From an optimization exercise on the open Yosys and OpenROAD flow, aimed at small area, a short achievable clock period and few clock cycles per item; shortcuts taken in it are not production practice. Function was checked by simulation only, so behaviour that the tests miss may differ from the original.

==> module sixel_color_conv, before the edit <==
module sixel_color_conv (
    input  wire        clk,
    input  wire        rst,
    input  wire        in_valid,
    output wire        in_ready,
    input  wire        in_space,
    input  wire [8:0]  in_p0,
    input  wire [6:0]  in_p1,
    input  wire [6:0]  in_p2,
    output reg         out_valid,
    input  wire        out_ready,
    output wire [31:0] out_color
);
    reg  v0, v1, v2, v3;
    reg  f0, f1, f2, f3;
    reg  g0;                 
    reg  skv;                
    reg  rdy;                
    assign in_ready = rdy;
    wire en_o = out_ready || !out_valid;
    wire en_3 = out_ready || !f3;
    wire en_2 = out_ready || !f2;
    wire en_1 = out_ready || !f1;
    wire en_0 = out_ready || !f0;
    wire in0  = skv || in_valid;                     
    wire a_o  = v3;
    wire a_3  = v2;
    wire a_2  = v1;
    wire a_1  = v0;
    wire a_0  = in0;
    wire b_o  = out_valid || v3;
    wire b_3  = f3 || v2;
    wire b_2  = f2 || v1;
    wire b_1  = f1 || v0;
    wire b_0  = g0 || in0;
    wire n_o  = out_ready ? a_o : b_o;
    wire n_3  = out_ready ? a_3 : b_3;
    wire n_2  = out_ready ? a_2 : b_2;
    wire n_1  = out_ready ? a_1 : b_1;
    wire n_0  = out_ready ? a_0 : b_0;
    wire nf3  = out_ready ? (a_o && a_3) : (b_o && b_3);
    wire nf2  = out_ready ? (a_o && a_3 && a_2) : (b_o && b_3 && b_2);
    wire nf1  = out_ready ? (a_o && a_3 && a_2 && a_1) : (b_o && b_3 && b_2 && b_1);
    wire nf0  = out_ready ? (a_o && a_3 && a_2 && a_1 && a_0)
                          : (b_o && b_3 && b_2 && b_1 && b_0);
    wire nskv = out_ready ? 1'b0 : (g0 && in0);
    wire ng0  = n_o && n_3 && n_2 && n_1 && n_0;      
    always @(posedge clk) begin
        if (rst) begin
            out_valid <= 1'b0;
            v3 <= 1'b0; v2 <= 1'b0; v1 <= 1'b0; v0 <= 1'b0;
            f3 <= 1'b0; f2 <= 1'b0; f1 <= 1'b0; f0 <= 1'b0; g0 <= 1'b0;
            skv <= 1'b0;
            rdy <= 1'b1;
        end else begin
            out_valid <= n_o;
            v3 <= n_3; v2 <= n_2; v1 <= n_1; v0 <= n_0;
            f3 <= nf3; f2 <= nf2; f1 <= nf1; f0 <= nf0; g0 <= ng0;
            skv <= nskv;
            rdy <= !nskv;
        end
    end
    reg  [22:0] skid;
    reg  [22:0] s0;
    wire [8:0]  in_p0m  = in_space ? {2'b11, in_p0[6:0]} : in_p0;
    wire [22:0] in_ops  = {in_p0m, in_p1, in_p2};
    always @(posedge clk) begin
        if (!skv) skid <= in_ops;
        if (en_0) s0 <= skv ? skid : in_ops;
    end
    wire       s0_sp = s0[22] & s0[21];
    wire [8:0] s0_h  = s0[22:14];
    wire [6:0] s0_l  = s0[13:7];
    wire [6:0] s0_s  = s0[6:0];
    wire [12:0] a_C;
    wire [2:0]  a_n;
    wire [5:0]  a_kp;
    hls_a u_a (.sp(s0_sp), .h(s0_h), .l(s0_l), .s(s0_s), .C(a_C), .n(a_n), .kp(a_kp));
    reg [6:0]  s1_l;
    reg [12:0] s1_C;
    reg [8:0]  s1_kn;
    reg [6:0]  s1_b;         
    always @(posedge clk) begin
        if (en_1) begin
            s1_b  <= s0_s;
            s1_l  <= s0_l;
            s1_C  <= a_C;
            s1_kn <= s0_sp ? {2'b11, s0_h[6:0]} : {a_n, a_kp};
        end
    end
    wire s1_sp = s1_kn[8] & s1_kn[7];
    wire [18:0] b_N1, b_V;
    hls_b u_b (.l(s1_l), .C(s1_C), .kp(s1_kn[5:0]), .N1(b_N1), .V(b_V));
    reg [6:0]  s2_l;
    reg [2:0]  s2_n;
    reg [18:0] s2_N1, s2_V;
    always @(posedge clk) begin
        if (en_2) begin
            s2_l  <= s1_l;
            s2_n  <= s1_sp ? 3'd7 : s1_kn[8:6];
            s2_N1 <= b_N1;
            s2_V  <= s1_sp ? {5'b0, s1_kn[6:0], s1_b} : b_V;
        end
    end
    wire [5:0] c_qxh;
    wire [6:0] c_rxh, c_thr;
    wire [1:0] c_xxl;
    wire [7:0] c_F;
    wire [3:0] c_qmh, c_xml;
    wire [9:0] c_rmh;
    wire s2_sp = &s2_n;
    hls_c u_c (.l(s2_l), .N1(s2_N1), .V(s2_V), .qxh(c_qxh), .rxh(c_rxh), .xxl(c_xxl),
               .thr(c_thr), .qmh(c_qmh), .rmh(c_rmh), .xml(c_xml), .F(c_F));
    wire [7:0] c_r, c_b;
    color_converter_rgb u_cr (.c(s2_V[13:7]), .byte_o(c_r));
    color_converter_rgb u_cb (.c(s2_V[6:0]),  .byte_o(c_b));
    reg [2:0]  s3_n;
    reg [5:0]  s3_qxh;
    reg [6:0]  s3_rxh, s3_thr;
    reg [1:0]  s3_xxl;
    reg [7:0]  s3_F;
    reg [17:0] s3_m;
    always @(posedge clk) begin
        if (en_3) begin
            s3_n   <= s2_n;
            s3_qxh <= c_qxh;
            s3_rxh <= c_rxh;
            s3_xxl <= c_xxl;
            s3_thr <= c_thr;
            s3_F   <= c_F;
            s3_m   <= s2_sp ? {2'b0, c_b, c_r} : {c_qmh, c_rmh, c_xml};
        end
    end
    wire [7:0] bmax, bmid, bmin;
    hls_d u_d (.F(s3_F), .qxh(s3_qxh), .rxh(s3_rxh), .xxl(s3_xxl), .thr(s3_thr),
               .qmh(s3_m[17:14]), .rmh(s3_m[13:4]), .xml(s3_m[3:0]),
               .bmax(bmax), .bmid(bmid), .bmin(bmin));
    reg [7:0] R, G, B;
    always @(*) begin
        case (s3_n)
            3'd1:    begin R = bmax; G = bmin; B = bmid; end
            3'd2:    begin R = bmax; G = bmid; B = bmin; end
            3'd3:    begin R = bmid; G = bmax; B = bmin; end
            3'd4:    begin R = bmin; G = bmax; B = bmid; end
            3'd5:    begin R = bmin; G = bmid; B = bmax; end
            3'd7:    begin R = s3_m[7:0]; G = bmax; B = s3_m[15:8]; end
            default: begin R = bmid; G = bmin; B = bmax; end
        endcase
    end
    reg [23:0] oc;
    assign out_color = {8'hFF, oc};
    always @(posedge clk) begin
        if (en_o) oc <= {B, G, R};
    end
endmodule
Settings: LEC_CHECK=0, ABC_AREA=1, CAP_MARGIN=20, CORE_MARGIN=2, CORE_UTILIZATION=70, CTS_CLUSTER_DIAMETER=100, CTS_CLUSTER_SIZE=22, SLEW_MARGIN=65; clock period 32.0 ns.
standard.sh (not shown) runs the stock make flow with config.mk's settings and CLKGATE_MAP_FILE= SYNTH_SCRIPT=/design/flow/synth_recipe.tcl, a recipe that flattens the netlist after the stock synthesis.
==> flow/flow/run.sh <==
#!/bin/bash
# The standard layout (the standard.sh, unchanged synthesis), with one
# change: the buffers ORFS puts on every input and output port are buf_2
# cells instead of the default pick. The make output goes to flow.log.
set -euo pipefail
bash standard.sh "BUFFER_PORTS_ARGS=-buffer_cell sky130_fd_sc_hd__buf_2" finish > flow.log 2>&1
Testbench counts at the start, summed over its fixed seeds: cycles 16,040, items 16,000.
Then changed:
--- a/flow/design.v
+++ b/flow/design.v
@@ -278,32 +278,35 @@
     output wire        in_ready,
     input  wire        in_space,
     input  wire [8:0]  in_p0,
     input  wire [6:0]  in_p1,
     input  wire [6:0]  in_p2,
-    output reg         out_valid,
+    output wire        out_valid,
     input  wire        out_ready,
     output wire [31:0] out_color
 );
     reg  v0, v1, v2, v3;
     reg  f0, f1, f2, f3;
     reg  g0;                 
+    reg  ov;                 
+    reg  ovp;                
+    assign out_valid = ovp;
     reg  skv;                
     reg  rdy;                
     assign in_ready = rdy;
-    wire en_o = out_ready || !out_valid;
+    wire en_o = out_ready || !ov;
     wire en_3 = out_ready || !f3;
     wire en_2 = out_ready || !f2;
     wire en_1 = out_ready || !f1;
     wire en_0 = out_ready || !f0;
     wire in0  = skv || in_valid;                     
     wire a_o  = v3;
     wire a_3  = v2;
     wire a_2  = v1;
     wire a_1  = v0;
     wire a_0  = in0;
-    wire b_o  = out_valid || v3;
+    wire b_o  = ov || v3;
     wire b_3  = f3 || v2;
     wire b_2  = f2 || v1;
     wire b_1  = f1 || v0;
     wire b_0  = g0 || in0;
     wire n_o  = out_ready ? a_o : b_o;
@@ -316,19 +319,22 @@
     wire nf1  = out_ready ? (a_o && a_3 && a_2 && a_1) : (b_o && b_3 && b_2 && b_1);
     wire nf0  = out_ready ? (a_o && a_3 && a_2 && a_1 && a_0)
                           : (b_o && b_3 && b_2 && b_1 && b_0);
     wire nskv = out_ready ? 1'b0 : (g0 && in0);
     wire ng0  = n_o && n_3 && n_2 && n_1 && n_0;      
+    wire novp = v3 || (ov && !out_ready);               
     always @(posedge clk) begin
         if (rst) begin
-            out_valid <= 1'b0;
+            ov <= 1'b0;
+            ovp <= 1'b0;
             v3 <= 1'b0; v2 <= 1'b0; v1 <= 1'b0; v0 <= 1'b0;
             f3 <= 1'b0; f2 <= 1'b0; f1 <= 1'b0; f0 <= 1'b0; g0 <= 1'b0;
             skv <= 1'b0;
             rdy <= 1'b1;
         end else begin
-            out_valid <= n_o;
+            ov <= n_o;
+            ovp <= novp;
             v3 <= n_3; v2 <= n_2; v1 <= n_1; v0 <= n_0;
             f3 <= nf3; f2 <= nf2; f1 <= nf1; f0 <= nf0; g0 <= ng0;
             skv <= nskv;
             rdy <= !nskv;
         end
The new run finished with timing, DRC and antenna clean.
Core utilization grows by 0.13 points.
Clock skew hardly moves.
Cell area grows by 0.74%.
Synthesized cell count grows by 1.6%.
Wire length grows by 2.0%.
Testbench counts after the change, summed over its fixed seeds: cycles 16,040, items 16,000.

========
v6:
Another version of the RTL of sixel_color_conv (not shown whole).
Size: ~220 flip-flops, roughly 62 I/O pins.
export LEC_CHECK = 0
export ABC_AREA = 1
export CAP_MARGIN = 20
export CORE_MARGIN = 2
export CORE_UTILIZATION = 70
export CTS_CLUSTER_DIAMETER = 100
export CTS_CLUSTER_SIZE = 22
export SLEW_MARGIN = 20
create_clock -name core_clock -period 32.0 [get_ports {clk}]
Scripts as last shown in full above: flow/flow/run.sh
v6 | stages: all done | timing, DRC, antenna: all pass
Testbench counts of v6, summed over its fixed seeds: cycles 16,040, items 16,000.
### v6 -> v28
--- a/flow/design.v
+++ b/flow/design.v
@@ -346,21 +346,20 @@
             skv <= nskv;
             rdy <= !nskv;
         end
     end
     reg  [22:0] skid;
     reg  [22:0] s0;
     wire [8:0]  in_p0m  = in_space ? {2'b11, in_p0[6:0]} : in_p0;
     wire [22:0] in_ops  = {in_p0m, in_p1, in_p2};
-    wire [22:0] s0_in   = skv ? skid : in_ops;
     always @(posedge clk) begin
-        skid <= s0_in;
-        if (en_0a) s0[22:12] <= s0_in[22:12];
-        if (en_0b) s0[11:0]  <= s0_in[11:0];
+        if (!skv) skid <= in_ops;
+        if (en_0a) s0[22:12] <= skv ? skid[22:12] : in_ops[22:12];
+        if (en_0b) s0[11:0]  <= skv ? skid[11:0]  : in_ops[11:0];
     end
     wire       s0_sp = s0[22] & s0[21];
     wire [8:0] s0_h  = s0[22:14];
     wire [6:0] s0_l  = s0[13:7];
     wire [6:0] s0_s  = s0[6:0];
     wire [12:0] a_C;
     wire [2:0]  a_n;
     wire [5:0]  a_kp;
[summary]
- v28 vs. v6: wire length of the first global-routing pass did not really move; sum of met3 wire segment lengths after detailed routing went down; post-route worst setup slack went up; post-placement worst setup slack went down.
- The global-route usage was comparable across v28 and v6.
- Relative to v6, the synthesized cell count of v28 is higher by about 0.32%.
- Taking v6 as the reference, in v28 clock-buffer cell count now smaller.
Testbench counts of v28, summed over its fixed seeds: cycles 16,040, items 16,000.

========
sixel_color_conv, a different RTL version from the one above (not shown whole).
Size: roughly 2200 cells after synthesis, ~220 flip-flops, roughly 19000 um^2 of cells after synthesis.
export LEC_CHECK = 0
export ABC_AREA = 1
export CAP_MARGIN = 20
export CORE_MARGIN = 2
export CORE_UTILIZATION = 70
export CTS_CLUSTER_DIAMETER = 100
export CTS_CLUSTER_SIZE = 22
export SLEW_MARGIN = 20
create_clock -name core_clock -period 32.0 [get_ports {clk}]
run.sh (not shown) runs the stock make flow with config.mk's settings and CLKGATE_MAP_FILE= SYNTH_SCRIPT=/design/flow/synth_recipe.tcl, a recipe that flattens the netlist after the stock synthesis.
Stock flow here: none of the scripts above is used.
Testbench counts at the start, summed over its fixed seeds: cycles 16,040, items 16,000.
Next try:
--- a/flow/design.v
+++ b/flow/design.v
@@ -160,13 +160,13 @@
     wire [7:0] h2; wire b1;
     csub #(8, 8'd120) uh1 (.a(ha), .d(h2), .ge(b1));
     wire [6:0] hb = b1 ? h2[6:0] : ha[6:0];
     wire [6:0] h3; wire b0;
     csub #(7, 7'd60) uh0 (.a(hb), .d(h3), .ge(b0));
     wire [5:0] u = b0 ? h3[5:0] : hb[5:0];
-    assign n = (b2 & b1) ? 3'd0 : {b2, b1, b0};
+    assign n = {b2, b1, b0};
     wire [5:0] u60; wire co_h;
     radd #(6) uu60 (.a(6'd60), .b(~u), .ci(1'b1), .s(u60), .co(co_h));
     assign kp = b0 ? u : u60;
 endmodule
 module hls_b (
     input  wire [6:0]  l,
@@ -328,74 +328,77 @@
             v3 <= n_3; v2 <= n_2; v1 <= n_1; v0 <= n_0;
             f3 <= nf3; f2 <= nf2; f1 <= nf1; f0 <= nf0;
             skv <= nskv;
             rdy <= !nskv;
         end
     end
-    reg  [22:0] skid;
-    reg  [22:0] s0;
-    wire [8:0]  in_p0m  = in_space ? {2'b11, in_p0[6:0]} : in_p0;
-    wire [22:0] in_ops  = {in_p0m, in_p1, in_p2};
+    reg  [23:0] skid;
+    reg  [23:0] s0;
+    wire [23:0] in_ops = {in_space, in_p0, in_p1, in_p2};
     always @(posedge clk) begin
         if (!skv) skid <= in_ops;
         if (en_0) s0 <= skv ? skid : in_ops;
     end
-    wire       s0_sp = s0[22] & s0[21];
+    wire       s0_sp = s0[23];
     wire [8:0] s0_h  = s0[22:14];
     wire [6:0] s0_l  = s0[13:7];
     wire [6:0] s0_s  = s0[6:0];
     wire [12:0] a_C;
     wire [2:0]  a_n;
     wire [5:0]  a_kp;
     hls_a u_a (.sp(s0_sp), .h(s0_h), .l(s0_l), .s(s0_s), .C(a_C), .n(a_n), .kp(a_kp));
+    reg        s1_sp;
     reg [6:0]  s1_l;
     reg [12:0] s1_C;
     reg [8:0]  s1_kn;
     reg [6:0]  s1_b;         
     always @(posedge clk) begin
         if (en_1) begin
+            s1_sp <= s0_sp;
             s1_b  <= s0_s;
             s1_l  <= s0_l;
             s1_C  <= a_C;
-            s1_kn <= s0_sp ? {2'b11, s0_h[6:0]} : {a_n, a_kp};
+            s1_kn <= s0_sp ? {2'b0, s0_h[6:0]} : {a_n, a_kp};
         end
     end
-    wire s1_sp = s1_kn[8] & s1_kn[7];
     wire [18:0] b_N1, b_V;
     hls_b u_b (.l(s1_l), .C(s1_C), .kp(s1_kn[5:0]), .N1(b_N1), .V(b_V));
+    reg        s2_sp;
     reg [6:0]  s2_l;
     reg [2:0]  s2_n;
     reg [18:0] s2_N1, s2_V;
     always @(posedge clk) begin
         if (en_2) begin
+            s2_sp <= s1_sp;
             s2_l  <= s1_l;
-            s2_n  <= s1_sp ? 3'd7 : s1_kn[8:6];
+            s2_n  <= s1_kn[8:6];
             s2_N1 <= b_N1;
             s2_V  <= s1_sp ? {5'b0, s1_kn[6:0], s1_b} : b_V;
         end
     end
     wire [5:0] c_qxh;
     wire [6:0] c_rxh, c_thr;
     wire [1:0] c_xxl;
     wire [7:0] c_F;
     wire [3:0] c_qmh, c_xml;
     wire [9:0] c_rmh;
-    wire s2_sp = &s2_n;
     hls_c u_c (.l(s2_l), .N1(s2_N1), .V(s2_V), .qxh(c_qxh), .rxh(c_rxh), .xxl(c_xxl),
                .thr(c_thr), .qmh(c_qmh), .rmh(c_rmh), .xml(c_xml), .F(c_F));
     wire [7:0] c_r, c_b;
     color_converter_rgb u_cr (.c(s2_V[13:7]), .byte_o(c_r));
     color_converter_rgb u_cb (.c(s2_V[6:0]),  .byte_o(c_b));
+    reg        s3_sp;
     reg [2:0]  s3_n;
     reg [5:0]  s3_qxh;
     reg [6:0]  s3_rxh, s3_thr;
     reg [1:0]  s3_xxl;
     reg [7:0]  s3_F;
     reg [17:0] s3_m;
     always @(posedge clk) begin
         if (en_3) begin
+            s3_sp  <= s2_sp;
             s3_n   <= s2_n;
             s3_qxh <= c_qxh;
             s3_rxh <= c_rxh;
             s3_xxl <= c_xxl;
             s3_thr <= c_thr;
             s3_F   <= c_F;
@@ -411,15 +414,17 @@
         case (s3_n)
             3'd1:    begin R = bmax; G = bmin; B = bmid; end
             3'd2:    begin R = bmax; G = bmid; B = bmin; end
             3'd3:    begin R = bmid; G = bmax; B = bmin; end
             3'd4:    begin R = bmin; G = bmax; B = bmid; end
             3'd5:    begin R = bmin; G = bmid; B = bmax; end
-            3'd7:    begin R = s3_m[7:0]; G = bmax; B = s3_m[15:8]; end
             default: begin R = bmid; G = bmin; B = bmax; end
         endcase
+        if (s3_sp) begin
+            R = s3_m[7:0]; G = bmax; B = s3_m[15:8];
+        end
     end
     reg [23:0] oc;
     assign out_color = {8'hFF, oc};
     always @(posedge clk) begin
         if (en_o) oc <= {B, G, R};
     end
=> The new run finished with timing, DRC and antenna clean; final area rose slightly; wire length went down slightly; synthesized cell count went up slightly; via count is about the same; area after synthesis goes up slightly; worst setup slack gains 0.024 ns; final cell count went up slightly; global-route usage barely changes.
Testbench counts after the change, summed over its fixed seeds: cycles 16,040, items 16,000.

==> what the ideal ports hide <==
In the flow no input, the clock included, has a driving cell. The finished layouts below were timed again as built, in two steps.
Step 1: set_driving_cell puts a clkbuf_16 on clk and a buf_2 on each other input, an assumption about the parent block.
Step 2 adds t to the input delays and takes it off the output delays; t is the mean of the earliest and latest rising clock arrival at the registers after step 1. Input paths then give back, and output paths get back, about the clock's delay inside the block.
Three values: ideal ports, drivers, drivers and shift; two values: the first two.
| run | t, ns | setup WS [ns] | worst setup path at the end |
|---|---|---|---|
| the first run of note 1 | 0.526 | 24.432 / 24.379 / 24.211 | input to register |
| the second run of note 1 | 0.528 | 24.592 / 24.543 / 24.168 | input to register |
| v6 | 0.526 | 24.063 / 24.096 / 23.570 | input to register |
| v28 | 0.548 | 24.131 / 24.156 / 23.607 | input to register |
| the first run of note 3 | 0.528 | 23.910 / 23.927 / 23.399 | input to register |
| the second run of note 3 | 0.541 | 23.934 / 23.962 / 23.421 | input to register |
After both steps setup and hold are still met in every run listed. For v28, which loses most, drivers alone change the setup slack by +0.025 ns; drivers and shift together by -0.524 ns.
